Source: an optimization exercise on an open RTL-to-GDS flow (aim: small area, a short achievable clock period and few clock cycles). Production flows keep margins and buffers that such runs may drop. Only simulation tests tie the RTL to the original design; equivalence was not proved. Power and IR drop assume default switching activity.

==> inputs of indigo <==
==> flow/design.v <==
module fs_crc32_byte (
    input  wire [31:0] crc_in,
    input  wire [7:0]  data,
    output wire [31:0] crc_out
);
    reg [31:0] s;
    integer k;
    always @(*) begin
        s = crc_in ^ {24'd0, data};
        for (k = 0; k < 8; k = k + 1) begin
            if (s[0])
                s = (s >> 1) ^ 32'hEDB88320;
            else
                s = s >> 1;
        end
    end
    assign crc_out = s;
endmodule
module fs_codec (
    input  wire        clk,
    input  wire        rst,
    input  wire        cmd_valid,
    output wire        cmd_ready,
    input  wire [31:0] cmd_word,
    input  wire [15:0] cmd_len,
    input  wire        in_valid,
    output wire        in_ready,
    input  wire [7:0]  in_data,
    output wire        out_valid,
    input  wire        out_ready,
    output wire [7:0]  out_data,
    output wire        rsp_valid,
    input  wire        rsp_ready,
    output wire [7:0]  rsp_status,
    output wire [31:0] rsp_rval
);
    localparam [7:0] ST_OK          = 8'h00;
    localparam [7:0] ST_INVALID_LEN = 8'h02;
    localparam [7:0] ST_DECODE_ERR  = 8'h03;
    localparam [7:0] ST_INVALID_CRC = 8'h04;
    localparam [7:0] ST_ILLEGAL     = 8'h06;
    localparam [2:0] W_Z0   = 3'd0;    
    localparam [2:0] W_HDR  = 3'd1;    
    localparam [2:0] W_DATA = 3'd2;    
    localparam [2:0] W_CRC  = 3'd3;    
    localparam [2:0] W_TERM = 3'd4;    
    localparam [2:0] W_TEND = 3'd5;    
    localparam [2:0] W_IDLE = 3'd6;
    reg         cmd_rdy;
    reg         m_crc;       
    reg         m_ill;       
    reg         m_dec;       
    reg         m_enc;       
    reg         crc_fin;     
    reg         fin;         
    reg  [15:0] rem_in;      
    reg         rsp_v;
    reg  [7:0]  st_r;
    reg  [31:0] rval_r;
    wire cmd_fire = cmd_valid && cmd_rdy;
    wire rsp_fire = rsp_v && rsp_ready;
    wire w_hi0   = (cmd_word[31:16] == 16'd0);
    wire w_is1   = w_hi0 && (cmd_word[15:0] == 16'h0001);
    wire w_is3   = w_hi0 && (cmd_word[15:0] == 16'h0003);
    wire w_isenc = (cmd_word[15:0] == 16'h0002);
    wire w_isill = !w_is1 && !w_is3 && !w_isenc;
    wire len0    = (cmd_len == 16'd0);
    reg         in_rdy;
    reg  [7:0]  ib, sk;
    reg         ib_v, sk_v, ib_l, sk_l, ib_z, sk_z;
    wire        in_fire = in_valid && in_rdy;
    wire        rem_ne0 = (rem_in != 16'd0);
    wire        rem_ne1 = (rem_in != 16'd1);
    wire        in_last = !rem_ne1;
    wire        in_zero = (in_data == 8'h00);
    wire        pop;                        
    wire ib_v_n = pop ? (sk_v || in_fire) : (ib_v || in_fire);
    wire sk_v_n = pop ? (sk_v && in_fire) : (sk_v || (ib_v && in_fire));
    always @(posedge clk) begin
        if (pop || !ib_v) begin
            ib   <= sk_v ? sk   : in_data;
            ib_l <= sk_v ? sk_l : in_last;
            ib_z <= sk_v ? sk_z : in_zero;
        end
        if (in_fire) begin
            sk   <= in_data;
            sk_l <= in_last;
            sk_z <= in_zero;
        end
        if (rst) begin
            ib_v   <= 1'b0;
            sk_v   <= 1'b0;
            in_rdy <= 1'b0;
        end else begin
            ib_v <= ib_v_n;
            sk_v <= sk_v_n;
            if (cmd_fire) begin
                rem_in <= cmd_len;
                in_rdy <= !len0;
            end else begin
                if (in_fire)
                    rem_in <= rem_in - 16'd1;
                in_rdy <= (in_fire ? rem_ne1 : rem_ne0) && !sk_v_n;
            end
        end
    end
    reg         out_v;
    reg  [7:0]  out_d;
    reg         os_v;
    reg  [7:0]  os_d;
    wire        out_space = !os_v;
    wire        pv;                         
    wire [7:0]  pd;
    wire        head_free = !out_v || out_ready;
    always @(posedge clk) begin
        if (rst) begin
            out_v <= 1'b0;
            os_v  <= 1'b0;
        end else if (head_free) begin
            out_v <= os_v || pv;
            out_d <= os_v ? os_d : pd;
            os_v  <= 1'b0;
        end else if (pv) begin
            os_v  <= 1'b1;
            os_d  <= pd;
        end
    end
    assign cmd_ready  = cmd_rdy;
    assign in_ready   = in_rdy;
    assign out_valid  = out_v;
    assign out_data   = out_d;
    assign rsp_valid  = rsp_v;
    assign rsp_status = st_r;
    assign rsp_rval   = rval_r;
    reg  [31:0] crc;
    wire [7:0]  crc_byte;
    wire [31:0] crc_next;
    fs_crc32_byte u_crc (.crc_in(crc), .data(crc_byte), .crc_out(crc_next));
    reg  [31:0] hdr;
    reg  [7:0]  drem;        
    reg         drem_z;      
    reg         dff;         
    reg         dstarted;    
    reg         derr;        
    reg         dend;        
    reg         dchk;        
    reg  [15:0] dn;          
    reg         dn_ge4, dn_ge8;
    reg  [31:0] dl;          
    reg         c_crc_bad, c_len_bad;
    wire dec_pop  = m_dec && ib_v && out_space;
    wire dskip    = ib_l && ib_z;                   
    wire push_v   = !derr && !dskip && !ib_z && (!drem_z || (dstarted && !dff));
    wire [7:0] push_d = drem_z ? 8'h00 : ib;
    wire dec_push = dec_pop && push_v;
    wire dec_emit = dec_push && dn_ge8;             
    always @(posedge clk) begin
        if (dec_pop) begin
            if (!derr && !dskip) begin
                if (ib_z) begin
                    derr <= 1'b1;                   
                end else if (drem_z) begin
                    dstarted <= 1'b1;
                    dff      <= (ib == 8'hFF);
                    drem     <= ib - 8'd1;
                    drem_z   <= (ib == 8'h01);
                end else begin
                    drem     <= drem - 8'd1;
                    drem_z   <= (drem == 8'd1);
                end
            end
            if (push_v) begin
                dn <= dn + 16'd1;
                dl <= {push_d, dl[31:8]};
                if (dn == 16'd3)
                    dn_ge4 <= 1'b1;
                if (dn == 16'd7)
                    dn_ge8 <= 1'b1;
            end
        end
        c_crc_bad <= (~crc != dl);
        c_len_bad <= (hdr[31:16] != dn - 16'd8);
        if (cmd_rdy) begin
            drem     <= 8'd0;
            drem_z   <= 1'b1;
            dff      <= 1'b0;
            dstarted <= 1'b0;
            derr     <= 1'b0;
            dn       <= 16'd0;
            dn_ge4   <= 1'b0;
            dn_ge8   <= 1'b0;
        end
    end
    reg  [2:0]  wph;
    reg  [1:0]  widx;
    reg  [3:0]  hdr_z;       
    reg  [7:0]  wcnt;        
    reg         w253;        
    reg         wfz;         
    reg         wsplit;      
    reg         lz;          
    wire ph_hdr  = (wph == W_HDR);
    wire ph_data = (wph == W_DATA);
    wire ph_crc  = (wph == W_CRC);
    wire [7:0] rb      = ph_data ? ib   : ph_hdr ? hdr[7:0] : ~crc[7:0];
    wire       rb_zero = ph_data ? ib_z : ph_hdr ? hdr_z[0] : (crc[7:0] == 8'hFF);
    localparam CQB = 4;                  
    reg  [7:0]  cq [0:(1<<CQB)-1];
    reg  [CQB:0] cq_wp, cq_rp;
    wire        cq_v     = (cq_wp != cq_rp);
    wire        cq_space = !((cq_wp[CQB-1:0] == cq_rp[CQB-1:0]) && (cq_wp[CQB] != cq_rp[CQB]));
    wire [7:0]  cq_out   = cq[cq_rp[CQB-1:0]];
    localparam RC = 264;                 
    localparam TB = 3;                   
    reg  [7:0]  ring [0:RC-1];
    reg  [8:0]  w_nx;        
    reg  [8:0]  r_tap;       
    reg  [8:0]  w_seq, r_seq;            
    wire [8:0]  r_n     = w_seq - r_seq;
    wire        r_space = (r_n != RC) && (w_nx == RC - 1);
    wire raw_ph   = ph_hdr || ph_data || ph_crc;
    wire zslot    = wsplit || (wph == W_Z0) || (wph == W_TERM);
    wire w_want   = m_enc && (zslot || (raw_ph && (!ph_data || ib_v)));
    wire w_step   = w_want && r_space && cq_space;   
    wire w_raw    = w_step && !zslot;                
    wire w_tend   = m_enc && (wph == W_TEND) && cq_space;
    wire raw_last = ph_crc && (widx == 2'd3);
    wire [7:0] slot_in = zslot ? 8'h00 : rb;
    wire        cq_push = (w_raw && (rb_zero || w253)) ||
                          (w_step && wph == W_TERM && (wcnt != 8'd0 || wfz)) ||
                          w_tend;
    wire [7:0]  cq_in   = w_tend ? 8'h00 :                     
                          (w_raw && !rb_zero) ? 8'hFF :        
                          wcnt + 8'd1;
    reg  [7:0]  r_pre, r_data;
    reg         r_zero;
    always @(posedge clk) begin
        r_pre  <= ring[{r_tap[8:TB], {(TB-2){1'b1}}, 2'b01}];
        r_data <= r_pre;
        r_zero <= (r_pre == 8'h00);
    end
    wire        r_rd   = m_enc && (r_tap[TB-1:0] == {TB{1'b1}}) && (w_seq != r_seq) &&
                         out_space && (!r_zero || cq_v);
    wire        r_pop  = r_rd && r_zero;
    wire        r_end  = r_pop && (cq_out == 8'h00);
    integer ri;
    always @(posedge clk) begin
        ring[0] <= w_step ? slot_in : ring[RC-1];
        for (ri = 1; ri < RC; ri = ri + 1)
            ring[ri] <= ring[ri-1];
        if (cq_push)
            cq[cq_wp[CQB-1:0]] <= cq_in;
    end
    always @(posedge clk) begin
        if (cmd_fire) begin
            hdr   <= {cmd_len, cmd_word[31:16]};
            hdr_z <= {cmd_len[15:8] == 8'd0, cmd_len[7:0] == 8'd0,
                      cmd_word[31:24] == 8'd0, cmd_word[23:16] == 8'd0};
            lz    <= len0;
        end else if (w_raw && ph_hdr) begin
            hdr   <= {8'd0, hdr[31:8]};
            hdr_z <= {1'b0, hdr_z[3:1]};
        end else if (dec_push && !dn_ge4) begin
            hdr   <= {push_d, hdr[31:8]};
        end
        if (cmd_rdy) begin
            widx   <= 2'd0;
            wcnt   <= 8'd0;
            w253   <= 1'b0;
            wfz    <= 1'b1;
            wsplit <= 1'b0;
            cq_wp  <= {(CQB+1){1'b0}};
            cq_rp  <= {(CQB+1){1'b0}};
            w_nx   <= RC - 1;
            r_tap  <= RC - 1;
            w_seq  <= 9'd0;
            r_seq  <= 9'd0;
        end else begin
            if (w_raw) begin
                if (rb_zero || w253) begin
                    wcnt <= 8'd0;
                    w253 <= 1'b0;
                    wfz  <= rb_zero;
                    if (!rb_zero)
                        wsplit <= !raw_last;
                end else begin
                    wcnt <= wcnt + 8'd1;
                    w253 <= (wcnt == 8'd252);
                end
                if (!ph_data)
                    widx <= widx + 2'd1;
            end else if (w_step) begin
                wsplit <= 1'b0;
            end
            if (cq_push)
                cq_wp <= cq_wp + 1'b1;
            if (r_pop)
                cq_rp <= cq_rp + 1'b1;
            if (w_step)
                w_seq <= w_seq + 9'd1;
            if (r_rd)
                r_seq <= r_seq + 9'd1;
            w_nx <= w_step ? RC - 1 : (w_nx == RC - 1) ? 9'd0 : w_nx + 9'd1;
            if (!r_rd)
                r_tap <= (r_tap == RC - 1) ? 9'd0 : r_tap + 9'd1;
        end
    end
    assign pop = ((m_crc || m_ill) && ib_v) || dec_pop || (w_raw && ph_data);
    assign pv  = dec_emit || r_rd;
    assign pd  = m_dec ? dl[7:0] : r_zero ? cq_out : r_data;
    wire enc_crc = m_enc && !ph_crc;
    assign crc_byte = m_dec ? dl[7:0] : (enc_crc && ph_hdr) ? hdr[7:0] : ib;
    wire crc_en = (m_crc && ib_v) || (dec_push && dn_ge4) || (w_raw && enc_crc);
    always @(posedge clk) begin
        if (cmd_fire) begin
            crc <= 32'hFFFF_FFFF;
        end else if (crc_en) begin
            crc <= crc_next;
        end else if (w_raw && ph_crc) begin
            crc <= {8'd0, crc[31:8]};       
        end
        if (rst) begin
            cmd_rdy <= 1'b1;
            m_crc   <= 1'b0;
            m_ill   <= 1'b0;
            m_dec   <= 1'b0;
            m_enc   <= 1'b0;
            crc_fin <= 1'b0;
            fin     <= 1'b0;
            rsp_v   <= 1'b0;
            dend    <= 1'b0;
            dchk    <= 1'b0;
            wph     <= W_IDLE;
        end else begin
            if (fin && head_free && !os_v) begin
                fin   <= 1'b0;
                rsp_v <= 1'b1;
            end
            if (rsp_fire) begin
                rsp_v   <= 1'b0;
                cmd_rdy <= 1'b1;
            end
            if (cmd_fire) begin
                cmd_rdy <= 1'b0;
                m_crc   <= w_is1 && !len0;
                m_ill   <= w_isill && !len0;
                m_dec   <= w_is3 && !len0;
                m_enc   <= w_isenc;
                wph     <= w_isenc ? W_Z0 : W_IDLE;
                rval_r  <= 32'd0;
                if (len0 && !w_isenc) begin
                    fin  <= 1'b1;
                    st_r <= w_is1 ? ST_OK : w_is3 ? ST_INVALID_LEN : ST_ILLEGAL;
                end
            end
            if ((m_crc || m_ill) && ib_v && ib_l) begin
                m_crc   <= 1'b0;
                m_ill   <= 1'b0;
                crc_fin <= m_crc;
                fin     <= m_ill;
                st_r    <= ST_ILLEGAL;
            end
            if (crc_fin) begin
                crc_fin <= 1'b0;
                fin     <= 1'b1;
                st_r    <= ST_OK;
                rval_r  <= ~crc;
            end
            if (dec_pop && ib_l) begin
                m_dec <= 1'b0;
                dend  <= 1'b1;
            end
            if (dend) begin
                dend <= 1'b0;
                dchk <= 1'b1;
            end
            if (dchk) begin
                dchk <= 1'b0;
                fin  <= 1'b1;
                if (derr || !drem_z)
                    st_r <= ST_DECODE_ERR;
                else if (!dn_ge8)
                    st_r <= ST_INVALID_LEN;
                else if (c_crc_bad)
                    st_r <= ST_INVALID_CRC;
                else if (c_len_bad)
                    st_r <= ST_INVALID_LEN;
                else begin
                    st_r   <= ST_OK;
                    rval_r <= {16'd0, hdr[15:0]};
                end
            end
            if (w_step) begin
                case (wph)
                    W_Z0:   wph <= wsplit ? W_Z0 : W_HDR;
                    W_HDR:  if (!wsplit && widx == 2'd3)
                                wph <= lz ? W_CRC : W_DATA;
                    W_DATA: if (!wsplit && ib_l)
                                wph <= W_CRC;
                    W_CRC:  if (!wsplit && widx == 2'd3)
                                wph <= W_TERM;
                    W_TERM: wph <= W_TEND;
                    default: ;
                endcase
            end else if (w_tend) begin
                wph <= W_IDLE;
            end
            if (r_end) begin
                m_enc <= 1'b0;
                fin   <= 1'b1;
                st_r  <= ST_OK;
            end
        end
    end
endmodule
==> flow/flow/run.sh <==
#!/bin/bash
# Layout flow: the standard ORFS layout, with the port buffers made
# from buf_4 cells, timing repair aiming below the clock period, and
# larger clock-tree sink clusters.
# make's output (every tool it runs) goes to make.log here; each ORFS step
# also keeps its own log under orfs/logs/.
set -euo pipefail
bash standard.sh \
    SETUP_SLACK_MARGIN=6.6 \
    "BUFFER_PORTS_ARGS=-buffer_cell sky130_fd_sc_hd__buf_4" \
    CTS_CLUSTER_SIZE=24 \
    CTS_CLUSTER_DIAMETER=150 \
    finish > make.log 2>&1
==> flow/standard.sh <==
#!/bin/bash
# synth_recipe.tcl (not shown) runs the flow's synth.tcl, then flattens the netlist and writes it again
# the make line also repeats each setting of config.mk as NAME=value (left out here)
make -C /OpenROAD-flow-scripts/flow DESIGN_CONFIG=/design/flow/config.mk WORK_HOME=/design/flow/orfs CLKGATE_MAP_FILE= SYNTH_SCRIPT=/design/flow/synth_recipe.tcl "${@:-finish}"
==> flow/config.mk <==
export PLATFORM = sky130hd
export DESIGN_NAME = fs_codec
export DESIGN_NICKNAME = fs_codec
export VERILOG_FILES = /design/flow/design.v
export SDC_FILE = /design/flow/constraint.sdc
export NUM_CORES = 4
export LEC_CHECK = 0
export CAP_MARGIN = 20
export CORE_MARGIN = 2
export CORE_UTILIZATION = 40
export SLEW_MARGIN = 20
==> flow/constraint.sdc <==
create_clock -name core_clock -period 10.0 [get_ports {clk}]
set_input_delay 2.0000 -clock core_clock [delete_from_list [all_inputs] [get_ports {clk}]]
set_output_delay 2.0000 -clock core_clock [all_outputs]
set_load 0.01 [all_outputs]
==> xenon: changes against indigo <==
--- a/flow/design.v
+++ b/flow/design.v
@@ -138,3 +138,2 @@
     fs_crc32_byte u_crc (.crc_in(crc), .data(crc_byte), .crc_out(crc_next));
-    reg  [31:0] hdr;
     reg  [7:0]  drem;        
@@ -149,2 +148,4 @@
     reg  [31:0] dl;          
+    reg  [15:0] dtyp;
+    reg  [15:0] dlen;
     reg         c_crc_bad, c_len_bad;
@@ -174,2 +175,10 @@
                 dl <= {push_d, dl[31:8]};
+                if (!dn_ge4) begin
+                    case (dn[1:0])
+                        2'd0: dtyp[7:0]  <= push_d;
+                        2'd1: dtyp[15:8] <= push_d;
+                        2'd2: dlen[7:0]  <= push_d;
+                        default: dlen[15:8] <= push_d;
+                    endcase
+                end
                 if (dn == 16'd3)
@@ -181,3 +190,3 @@
         c_crc_bad <= (~crc != dl);
-        c_len_bad <= (hdr[31:16] != dn - 16'd8);
+        c_len_bad <= (dlen != dn - 16'd8);
         if (cmd_rdy) begin
@@ -195,2 +204,3 @@
     reg  [1:0]  widx;
+    reg  [31:0] hdr;         
     reg  [3:0]  hdr_z;       
@@ -234,6 +244,6 @@
                           wcnt + 8'd1;
-    reg  [7:0]  r_pre, r_data;
+    reg  [7:0]  r_data;
     reg         r_zero;
+    wire [7:0]  r_pre  = ring[{r_tap[8:TB], {(TB-1){1'b1}}, 1'b0}];
     always @(posedge clk) begin
-        r_pre  <= ring[{r_tap[8:TB], {(TB-2){1'b1}}, 2'b01}];
         r_data <= r_pre;
@@ -262,4 +272,2 @@
             hdr_z <= {1'b0, hdr_z[3:1]};
-        end else if (dec_push && !dn_ge4) begin
-            hdr   <= {push_d, hdr[31:8]};
         end
@@ -389,3 +397,3 @@
                     st_r   <= ST_OK;
-                    rval_r <= {16'd0, hdr[15:0]};
+                    rval_r <= {16'd0, dtyp};
                 end
==> flow/flow/run.sh (replaced) <==
#!/bin/bash
# Layout flow: the standard ORFS layout, with the port buffers made
# from buf_4 cells and timing repair aiming below the clock period.
# make's output (every tool it runs) goes to make.log here; each ORFS step
# also keeps its own log under orfs/logs/.
set -euo pipefail
bash standard.sh \
    SETUP_SLACK_MARGIN=6.6 \
    "BUFFER_PORTS_ARGS=-buffer_cell sky130_fd_sc_hd__buf_4" \
    finish > make.log 2>&1
==> qor summary <==
                                                       indigo        xenon
DP Wirelength                                        85.06 mm     92.38 mm
Fraction of area in clock buffers and inverters        4.307%       10.08%
Worst EP arrival                                      1.40 ns      1.44 ns
Post-synthesis adder-cell area fraction               0.5917%      0.6568%
Router iterations before antenna repair                     5            6
Overall via count from detail_route                    31.07k       33.15k
Sequential power                                     0.0104 W     0.0106 W
Routed wl met2                                       57.45 mm     58.73 mm
Run status                   no timing/DRC/antenna violations  no timing/DRC/antenna violations
Number of sequential cells in the layout                 2558         2582
Number of tapcells                                       2175         2189
Worst hold-check slack                              0.2774 ns    0.2946 ns
Power share of the sequential group                     65.7%        53.1%
Final Core Density                                     44.96%       47.80%
Met3 Track Usage GR                                    2.278%       3.769%
Startpoint of the worst setup timing path           rval_r[9]   rval_r[12]
Hold Path Origin                                 ring[108][5]  ring[72][3]
Antenna cell count                                          1            8
Testbench counts of indigo, summed over its fixed seeds: cycles 189,344.
Testbench counts of xenon, summed over its fixed seeds: cycles 189,344.

## afterwards: timing with drivers on the ports
In the flow no input, the clock included, has a driving cell. The finished layouts below were timed again as built, in two steps.
Step 1: set_driving_cell puts a clkbuf_16 on clk and a buf_2 on each other input, an assumption about the parent block.
Step 2 adds t to the input delays and takes it off the output delays; t is the mean of the earliest and latest rising clock arrival at the registers after step 1. Input paths then give back, and output paths get back, about the clock's delay inside the block.
Slacks: no drivers / after step 1 / after step 2; pairs: no drivers / after step 1.
run | t, ns | setup slack, ns | worst data-port slew with drivers (ns)
indigo | 0.820 | 6.602 / 6.535 / 6.008 | 0.11
xenon | 0.879 | 6.556 / 6.477 / 5.888 | 0.07
After both steps setup and hold are still met in every run listed. For xenon, which loses most, drivers alone change the setup slack by -0.079 ns; drivers and shift together by -0.668 ns.
